What follows belongs to an exercise in optimizing a design on an open flow for small area, a short achievable clock period and few clock cycles; a production flow would make more cautious choices.
The RTL was checked by simulation tests, not by an equivalence proof against the original design.

==> flow/design.v (outline; a module is shown in full before it is edited, if it fits) <==
// module isb_taps: 276 lines
// module isb_benc_s: 27 lines
// module isb_benc_b: 33 lines
// module isb_pp: 636 lines
// module qpsk_isb: 436 lines
module qpsk_isb (
    input  wire        clk,
    input  wire        rst,
    input  wire        cmd_valid,
    output wire        cmd_ready,
    input  wire [7:0]  cmd_op,
    input  wire [15:0] cmd_a0,
    input  wire [15:0] cmd_a1,
    output reg         rsp_valid,
    output reg         rsp_fault,
    output reg  [2:0]  rsp_cause,
    output reg  [15:0] rsp_r0,
    output reg  [15:0] rsp_r1
);
  // ...
==> flow/flow/run.sh <==
#!/bin/bash
# Layout: the standard flow (standard.sh, which runs ORFS from synthesis
# to the final layout at the design's clock period and constraints), with
# ORFS's timing repair (after floorplan, clock-tree synthesis and global
# routing) asked to leave a setup margin of 9.3 ns, and to work on every
# endpoint. The make output goes to standard_flow.log; ORFS keeps each
# step's log under orfs/logs/.
set -euo pipefail
bash standard.sh SETUP_SLACK_MARGIN=9.3 TNS_END_PERCENT=100 finish > standard_flow.log 2>&1
==> flow/standard.sh <==
#!/bin/bash
# synth_recipe.tcl (not shown) runs the flow's synth.tcl, then flattens the netlist and writes it again
# the make line also repeats each setting of config.mk as NAME=value (left out here)
make -C /OpenROAD-flow-scripts/flow DESIGN_CONFIG=/design/flow/config.mk WORK_HOME=/design/flow/orfs CLKGATE_MAP_FILE= SYNTH_SCRIPT=/design/flow/synth_recipe.tcl "${@:-finish}"
==> flow/config.mk <==
export PLATFORM = sky130hd
export DESIGN_NAME = qpsk_isb
export DESIGN_NICKNAME = qpsk_isb
export VERILOG_FILES = /design/flow/design.v
export SDC_FILE = /design/flow/constraint.sdc
export NUM_CORES = 4
export LEC_CHECK = 0
export CAP_MARGIN = 20
export CORE_MARGIN = 2
export CORE_UTILIZATION = 40
export CTS_CLUSTER_DIAMETER = 160
export CTS_CLUSTER_SIZE = 24
export SLEW_MARGIN = 20
export SYNTH_MEMORY_MAX_BITS = 131072
==> flow/constraint.sdc <==
create_clock -name core_clock -period 13.0 [get_ports {clk}]
set_input_delay 2.6000 -clock core_clock [delete_from_list [all_inputs] [get_ports {clk}]]
set_output_delay 2.6000 -clock core_clock [all_outputs]
set_load 0.01 [all_outputs]
==> results by group, run 1 <==
Route
  • Topmost layer with routed signal wires: met5
  • Detailed-route wire length on metal 1: 99.8 mm
  • Routed wire length on met3: 29.3 mm
  • Total wire length: 256 mm

Critical path
  • Reg2Reg Capture Point: rq_b[11]
  • CP required: 10400 ps
  • Data arrival, critical path: 1240 ps
  • Delay-heaviest family, CP: flip-flops
  • Worst R2R Path Depth: 10
  • Logic depth of the worst path, buffers included: 1
  • CP Launch Type: flip-flop

GRT
  • Global Route met1 Usage: 35.8%
  • Vias in the first global route: 54400
  • Wire length of the first global-routing pass: 371 mm

Status
  • Status: no timing/DRC/antenna violations

Yosys
  • Leading cell types by total area after synthesis: edfxtp_1 (25%), dfxtp_1 (20%), fa_1 (14%), a22oi_1 (5.6%), xnor2_1 (3.8%)
  • Synthesis-stage register bit count: 1362
  • Library cell occupying the most area in the post-synthesis netlist: edfxtp_1
  • Warning count from the yosys run: 3
  • Share of flip-flops with an asynchronous set or reset: 0%
  • Complex-gate fraction of the synthesized area: 16.9%
  • Most frequent cell after synthesis: dfxtp_1

Layout
  • Clock buffer count in the final layout: 109
  • Number of antenna diodes: 0
  • Number of fill cells in the layout: 17300
  • Multi-input gate share of the layout cell area: 47.2%
  • Nonclk inv count: 374

CTS
  • TritonCTS clock tree: yes
  • CTS Buf Count: 67
  • Number of post-CTS setup repair buffers: 12
  • Clock sink total: 1362

Timing
  • Upper clock frequency limit: 0.261 GHz
  • Post-route clock skew: 51.1 ps

Placement
  • Placed wire-length estimate: 160 mm
  • DP Area: 0.0776 sq mm

Floorplanning
  • Horizontal die dimension: 435 microns
Testbench counts, summed over its fixed seeds: cycles 8,138.
==> inputs of run 2 (changes only) <==
==> flow/flow/run.sh (replaced) <==
#!/bin/bash
# Layout: the standard flow (standard.sh, which runs ORFS from synthesis
# to the final layout at the design's clock period and constraints), with
# ORFS's timing repair (after floorplan, clock-tree synthesis and global
# routing) asked to leave a setup margin of 9.45 ns, and to work on every
# endpoint. The make output goes to standard_flow.log; ORFS keeps each
# step's log under orfs/logs/.
set -euo pipefail
bash standard.sh SETUP_SLACK_MARGIN=9.45 TNS_END_PERCENT=100 finish > standard_flow.log 2>&1
==> results by group, run 2 <==
CTS
  • Root Buffer Master: clkbuf_16
  • Clock tree buffer depth: 3
  • TritonCTS clock tree: yes
  • Worst-Skew Late Latency: 760 ps
  • H-tree levels: 3
  • Clock-pin transition on the worst setup and hold timing paths: 110 ps
  • CTS Buf Count: 67 (unchanged)
  • Clock sink total: 1362 (unchanged)

Route
  • Average wire per cell in the routed design: 28.4 microns
  • Via density per instance: 6.10
  • Via total after detailed routing: 54700
  • Antenna-violating nets left: 0
  • Initial detailed-routing violation count: 7998
  • Final routed DRC violation total: 0
  • Total wire length: 255 mm (-0.28%)
  • Count of TritonRoute iterations in the first routing pass: 6

Run
  • Number of maximum-capacitance violations: 0

Timing
  • TNS Setup: 0 ps
  • Upper clock frequency limit: 0.262 GHz (+0.40%)
  • Worst slew slack as a fraction of its limit: 17.0%
  • Setup repair after global routing missed its margin: true
  • Post-route clock skew: 49.7 ps (-1.46 ps)
  • Worst hold margin: 315 ps
  • Final-report hold violation count: 0
  • Min Clock Period, post-route: 3820 ps
  • Transition at the pin with the smallest max-transition slack: 1240 ps
  • Max Transition Viols Final: 0
  • Final setup violating endpoints: 0
  • Fin crit share: 29.4%

GRT
  • Wire length of the first global-routing pass: 368 mm (-0.85%)
  • Residual overflow from global routing: 0
  • Maximum number of pins on one net before global-route repair: 187
  • Total GRT Usage: 26.3%
  • Vias in the first global route: 54200 (-0.23%)
  • Initial antenna violation count: 13

Critical path
  • CP peak stage delay: 360 ps
  • Crit-path cells: buf_6
  • Crit path buffers/inverters: 1
  • CP max-delay cell: dfxtp_4
  • Data arrival, critical path: 1220 ps (-20 ps)
  • Delay-heaviest family, CP: flip-flops
  • Category of the critical setup timing path: flip-flop to primary output
  • CP required: 10400 ps (about the same)
  • CP Launch Type: flip-flop
  • CP Max Fanout: 2
  • Critical path capture point type: primary output

Placement
  • Final weighted congestion in routability-driven placement: 0.995
  • IO buf count: 80
  • Placed wire-length estimate: 156 mm (-2.7%)

Yosys
  • Top cell type's share of synthesized area: 25.1%
  • Synthesized area per cell: 11.2 sq um
  • Fraction of the yosys area taken by sequential cells: 45.1%
  • Share of flip-flops with an asynchronous set or reset: 0% (unchanged)
  • Synthesis-stage register bit count: 1362 (unchanged)
  • Synth Flop Type: dfxtp_1
  • EDFF count, synth: 619
  • Library cell occupying the most area in the post-synthesis netlist: edfxtp_1
  • Post-synth cell types: 86
  • Syn Nets: 7366
  • Post-Synthesis Cells: 6622
  • Most frequent cell after synthesis: dfxtp_1
  • Warning count from the yosys run: 3 (unchanged)
  • Cell Area, Synth: 0.0742 sq mm
  • Top cell types by occurrence after synthesis: dfxtp_1 (743), edfxtp_1 (619), a22oi_1 (558)
  • Leading cell types by total area after synthesis: edfxtp_1 (25%), dfxtp_1 (20%), fa_1 (14%), a22oi_1 (5.6%), xnor2_1 (3.8%)

Floorplanning
  • Area enclosed by the die boundary: 0.189 sq mm
  • Horizontal die dimension: 435 microns (unchanged)
  • Effective utilization at floorplan: 40.1%
  • Die H: 435 microns
  • Cell row count: 158
  • Ports placed on the boundary: 81
  • Core area: 0.185 sq mm

Layout
  • Number of fill cells in the layout: 17100 (-0.91%)
  • Top Registers: dli: 256 flops, dlq: 256 flops, tk: 36 flops
  • Commonest non-fill, non-tap cell in the layout: dfxtp_1
  • Number of nets in the layout: 7179
  • Fraction of layout instances using a drive strength above 1: 9.69%
  • Area growth from synthesis to layout: 9.26%
  • Share of the core filled with cells in the final layout: 43.8%
  • Most frequent cells in the layout: dfxtp_1 (658), edfxtp_1 (619), a22oi_1 (539)

Worst hold path
  • HP Class: flip-flop to flip-flop

Status
  • Status: no timing/DRC/antenna violations
-- run 2: cell counts after synthesis --
Identical to the previous run, type by type.
-- run 2: area by class of cell --
cell class | count | area (sq um) | area share (%)
Clock inverter | 9 | 194 | 0.239
Antenna cell | 7 | 17.5 | 0.0216
Clock buffer | 108 | 1840 | 2.27
Sequential cell | 1362 | 33600 | 41.5
Timing Repair Buffer | 282 | 2610 | 3.21
Multi-Input combinational cell | 4348 | 38200 | 47.2
Tap cell | 2480 | 3100 | 3.83
Inverter | 374 | 1410 | 1.74
-- run 2: metal layers --
| layer | share of wire [%] | track usage (%) | wire length, microns |
|---|---|---|---|
| met5 | 0.0051 | 0 | 13 |
| met4 | 5.1 | 11.9 | 13000 |
| met3 | 11 | 5.20 | 28000 |
| met2 | 44 | 40.3 | 113000 |
| met1 | 40 | 36.0 | 101000 |
-- run 2: kinds of logic after synthesis --
family | Yosys count | share of synthesized area (%)
xor+xnor | 594 | 7.01
compound gates | 1765 | 16.9
mux | 71 | 1.10
fa+ha+maj | 701 | 16.9
flops | 1362 | 45.1
buf+inv | 912 | 4.68
simple gates | 1217 | 8.25
-- run 2: final timing paths --
check                start   endpoint  slack, ps  cells past startpoint
setup / recovery       rdy  cmd_ready       9180                      1
hold reg to reg   rq_b[15]   xq_b[15]        320                      0
setup reg to reg  cu_jj[1]    r_mb[4]       9310                      9
hold / removal    rq_b[15]   xq_b[15]        320                      0
-- run 2: stage by stage --
| stage | instance area [sq um] | setup slack (ps) | cells |
|---|---|---|---|
| after floorplan | 74200 | 9400 | 6622 |
| after global placement | 77500 | 8730 | 8782 |
| after detailed placement | 77500 | 8720 | 8782 |
| after CTS | 80000 | 9130 | 8927 |
| after global routing | 81000 | 9130 | 8964 |
| final | 81000 | 9180 | 8970 |
-- run 2: timing repair --
item | in CTS | in global routing
hold buffers | 0 | 0
buffers inserted | 27 | 29
endpoints found under the hold margin | 0 | 0
cloned | 1 | 7
gates resized for setup | 274 | 162
setup endpoints to repair | 119 | 129
pin swaps | 18 | 49
==> inputs of run 3 (changes only) <==
==> flow/flow/run.sh (replaced) <==
#!/bin/bash
# Layout: the standard flow (standard.sh, which runs ORFS from synthesis
# to the final layout at the design's clock period and constraints), with
# ORFS's timing repair (after floorplan, clock-tree synthesis and global
# routing) asked to leave a setup margin of 9.2 ns, and to work on every
# endpoint. The make output goes to standard_flow.log; ORFS keeps each
# step's log under orfs/logs/.
set -euo pipefail
bash standard.sh SETUP_SLACK_MARGIN=9.2 TNS_END_PERCENT=100 finish > standard_flow.log 2>&1
==> results by group, run 3 <==
Layout
  • Area growth from synthesis to layout: 7.72%
  • Commonest non-fill, non-tap cell in the layout: dfxtp_1
  • Fraction of layout instances using a drive strength above 1: 7.32% (-2.4 points)
  • Number of nets in the layout: 7146 (-0.46%)
  • Top Registers: dli: 256 flops, dlq: 256 flops, tk: 36 flops
  • Most frequent cells in the layout: dfxtp_1 (695), edfxtp_1 (619), a22oi_1 (558)

Yosys
  • Fraction of the yosys area taken by sequential cells: 45.1% (unchanged)
  • EDFF count, synth: 619 (unchanged)
  • Library cell occupying the most area in the post-synthesis netlist: edfxtp_1
  • Synthesized area per cell: 11.2 sq um (unchanged)
  • Syn Nets: 7366 (unchanged)
  • Synth Flop Type: dfxtp_1
  • Synthesis-stage register bit count: 1362 (unchanged)
  • Post-Synthesis Cells: 6622 (unchanged)
  • Share of flip-flops with an asynchronous set or reset: 0% (unchanged)
  • Cell Area, Synth: 0.0742 sq mm (unchanged)
  • Top cell types by occurrence after synthesis: dfxtp_1 (743), edfxtp_1 (619), a22oi_1 (558)
  • Most frequent cell after synthesis: dfxtp_1
  • Warning count from the yosys run: 3 (unchanged)
  • Post-synth cell types: 86 (unchanged)
  • Leading cell types by total area after synthesis: edfxtp_1 (25%), dfxtp_1 (20%), fa_1 (14%), a22oi_1 (5.6%), xnor2_1 (3.8%)
  • Top cell type's share of synthesized area: 25.1% (unchanged)

GRT
  • Maximum number of pins on one net before global-route repair: 165 (-12%)
  • Wire length of the first global-routing pass: 369 mm (+0.26%)
  • Total GRT Usage: 26.5% (+0.19 points)
  • Residual overflow from global routing: 0 (unchanged)
  • Initial antenna violation count: 10 (-3)
  • Vias in the first global route: 54600 (+0.65%)

Critical path
  • Critical Path Source: rdy
  • CP max-delay cell: dfxtp_4
  • CP peak stage delay: 370 ps (about the same)
  • Reg2reg setup slack: 9200 ps (-110 ps)
  • Data arrival, critical path: 1210 ps (about the same)
  • Delay-heaviest family, CP: flip-flops
  • Critical path capture point type: primary output
  • CP Max Fanout: 5 (+3)
  • Crit path buffers/inverters: 1 (unchanged)
  • CP required: 10400 ps (about the same)
  • Reg2Reg Capture Point: pc_i[12]
  • Category of the critical setup timing path: flip-flop to primary output
  • Worst R2R Path Depth: 7 (-2)
  • Crit-path cells: buf_6
  • Reg-to-Reg Start: xi_b[11]
  • CP Launch Type: flip-flop

CTS
  • Root Buffer Master: clkbuf_16
  • CTS Buf Count: 66 (-1.5%)
  • Worst-Skew Late Latency: 750 ps (about the same)
  • Clock sink total: 1362 (unchanged)
  • Clock tree buffer depth: 3 (unchanged)
  • Clock-pin transition on the worst setup and hold timing paths: 90 ps (-20 ps)
  • H-tree levels: 3 (unchanged)
  • TritonCTS clock tree: yes

Route
  • Final routed DRC violation total: 0 (unchanged)
  • Initial detailed-routing violation count: 7539 (-5.7%)
  • Via density per instance: 6.13 (+0.47%)
  • Count of TritonRoute iterations in the first routing pass: 10 (+4)
  • Total wire length: 255 mm (about the same)
  • Antenna-violating nets left: 0 (unchanged)
  • Via total after detailed routing: 54800 (+0.051%)
  • Average wire per cell in the routed design: 28.6 microns (+0.47%)

Placement
  • Placed wire-length estimate: 156 mm (about the same)
  • Final weighted congestion in routability-driven placement: 1.00 (+0.93%)
  • IO buf count: 80 (unchanged)

Floorplanning
  • Area enclosed by the die boundary: 0.189 sq mm (unchanged)
  • Cell row count: 158 (unchanged)
  • Ports placed on the boundary: 81 (unchanged)
  • Effective utilization at floorplan: 40.1% (unchanged)
  • Die H: 435 microns (unchanged)
  • Horizontal die dimension: 435 microns (unchanged)
  • Core area: 0.185 sq mm (unchanged)

Timing
  • Fin crit share: 29.3% (-0.11 points)
  • TNS Setup: 0 ps (unchanged)
  • Setup repair after global routing missed its margin: true
  • Final-report hold violation count: 0 (unchanged)
  • Max Transition Viols Final: 0 (unchanged)
  • Post-route clock skew: 48.8 ps (-0.889 ps)
  • Final setup violating endpoints: 0 (unchanged)
  • Worst hold margin: 330 ps (+15.0 ps)
  • Min Clock Period, post-route: 3810 ps (-14.8 ps)
  • Transition at the pin with the smallest max-transition slack: 1160 ps (-83.3 ps)
  • Worst slew slack as a fraction of its limit: 22.9% (+5.9 points)
  • Upper clock frequency limit: 0.263 GHz (+0.39%)

Worst hold path
  • Min-Delay Startpoint: rq_b[0]
  • Cell count of the worst hold path: 0 (unchanged)
  • HP Class: flip-flop to flip-flop
  • Worst Hold Endpoint: xq_b[0]

Run
  • Number of maximum-capacitance violations: 0 (unchanged)

Status
  • Status: no timing/DRC/antenna violations
-- run 3: per-layer routing --
layer	up-vias	wire length (microns)	GRT usage, %
met5	-	22	0
met4	4	14800	13.2
met3	872	28100	6.00
met2	3559	111000	40.1
met1	27100	101000	35.6
li1	23200	-	-
-- run 3: kinds of logic (layout without fill, tap and decap cells) --
group | Yosys count | count (layout) | synth area share (%)
compound gates | 1765 | 1765 | 16.9
xor+xnor | 594 | 594 | 7.01
fa+ha+maj | 701 | 701 | 16.9
buf+inv | 912 | 738 | 4.68
flops | 1362 | 1362 | 45.1
mux | 71 | 71 | 1.10
other cells | 0 | 5 | 0
simple gates | 1217 | 1217 | 8.25
-- run 3: final cells by class --
class	instances	area (sq um)
sequential	1362	33500
clock buffer	109	1830
inverter	374	1410
tap	2480	3100
clock inverter	5	87.6
fill	17200	105000
multi-input combinational	4348	37800
antenna	5	12.5
timing repair buffer	250	2120
-- run 3: what timing repair did --
action | CTS | global route
hold buffers | 0 | 0
resized for setup | 184 | 78
setup buffers | 7 | 19
endpoints found under the hold margin | 0 | 0
pin swaps | 0 | 5
setup endpoints to repair | 65 | 63
-- run 3: worst max-delay path by stage --
stage | end | slack, ps | depth (start not counted)
after detailed placement | c_nsh[7] | 8770 | 5
after floorplan | pc_i[14] | 9260 | 10
after global routing | r_mb[3] | 9130 | 11
final | cmd_ready | 9190 | 1
after global placement | c_nsh[7] | 8760 | 5
after CTS | cmd_ready | 9110 | 1
-- run 3: per-stage QoR --
stage / cell area [sq um] / setup WS, ps / std cells / utilization, %
after detailed placement: 77500 / 8770 / 8788 / 42.0
final: 79900 / 9190 / 8933 / 43.2
after CTS: 79500 / 9110 / 8909 / 43.0
after global routing: 79900 / 9130 / 8929 / 43.2
after floorplan: 74200 / 9260 / 6622 / -
after global placement: 77500 / 8760 / 8788 / 42.0

[afterwards: timing with drivers on the ports]
The flow's constraints put no driver on any port. The routed layouts listed below were extracted and timed again, unchanged, in two steps.
Step 1 (the two cells are an assumption about what drives the block):
set clk [get_ports {clk}]
set_driving_cell -lib_cell sky130_fd_sc_hd__clkbuf_16 $clk
set_driving_cell -lib_cell sky130_fd_sc_hd__buf_2 [delete_from_list [all_inputs] $clk]
Step 2 moves the port delays by t, midway between the first and last clock arrival at a register: inputs arrive t later, outputs are due t later. That takes back most of the time a late clock gives input paths.
a / b / c = no drivers / after step 1 / after step 2; a / b = the first two.
run | t (ns) | slack for setup (ns) | worst hold slack (ns)
run 1 | 0.812 | 9.165 / 9.083 / 8.760 | 0.318 / 0.318 / 0.318
run 2 | 0.814 | 9.180 / 9.095 / 8.821 | 0.315 / 0.315 / 0.315
run 3 | 0.796 | 9.195 / 9.115 / 8.779 | 0.330 / 0.330 / 0.330
After both steps setup and hold are still met in every run listed. For run 3, which loses most, drivers alone change the setup slack by -0.080 ns; drivers and shift together by -0.416 ns.
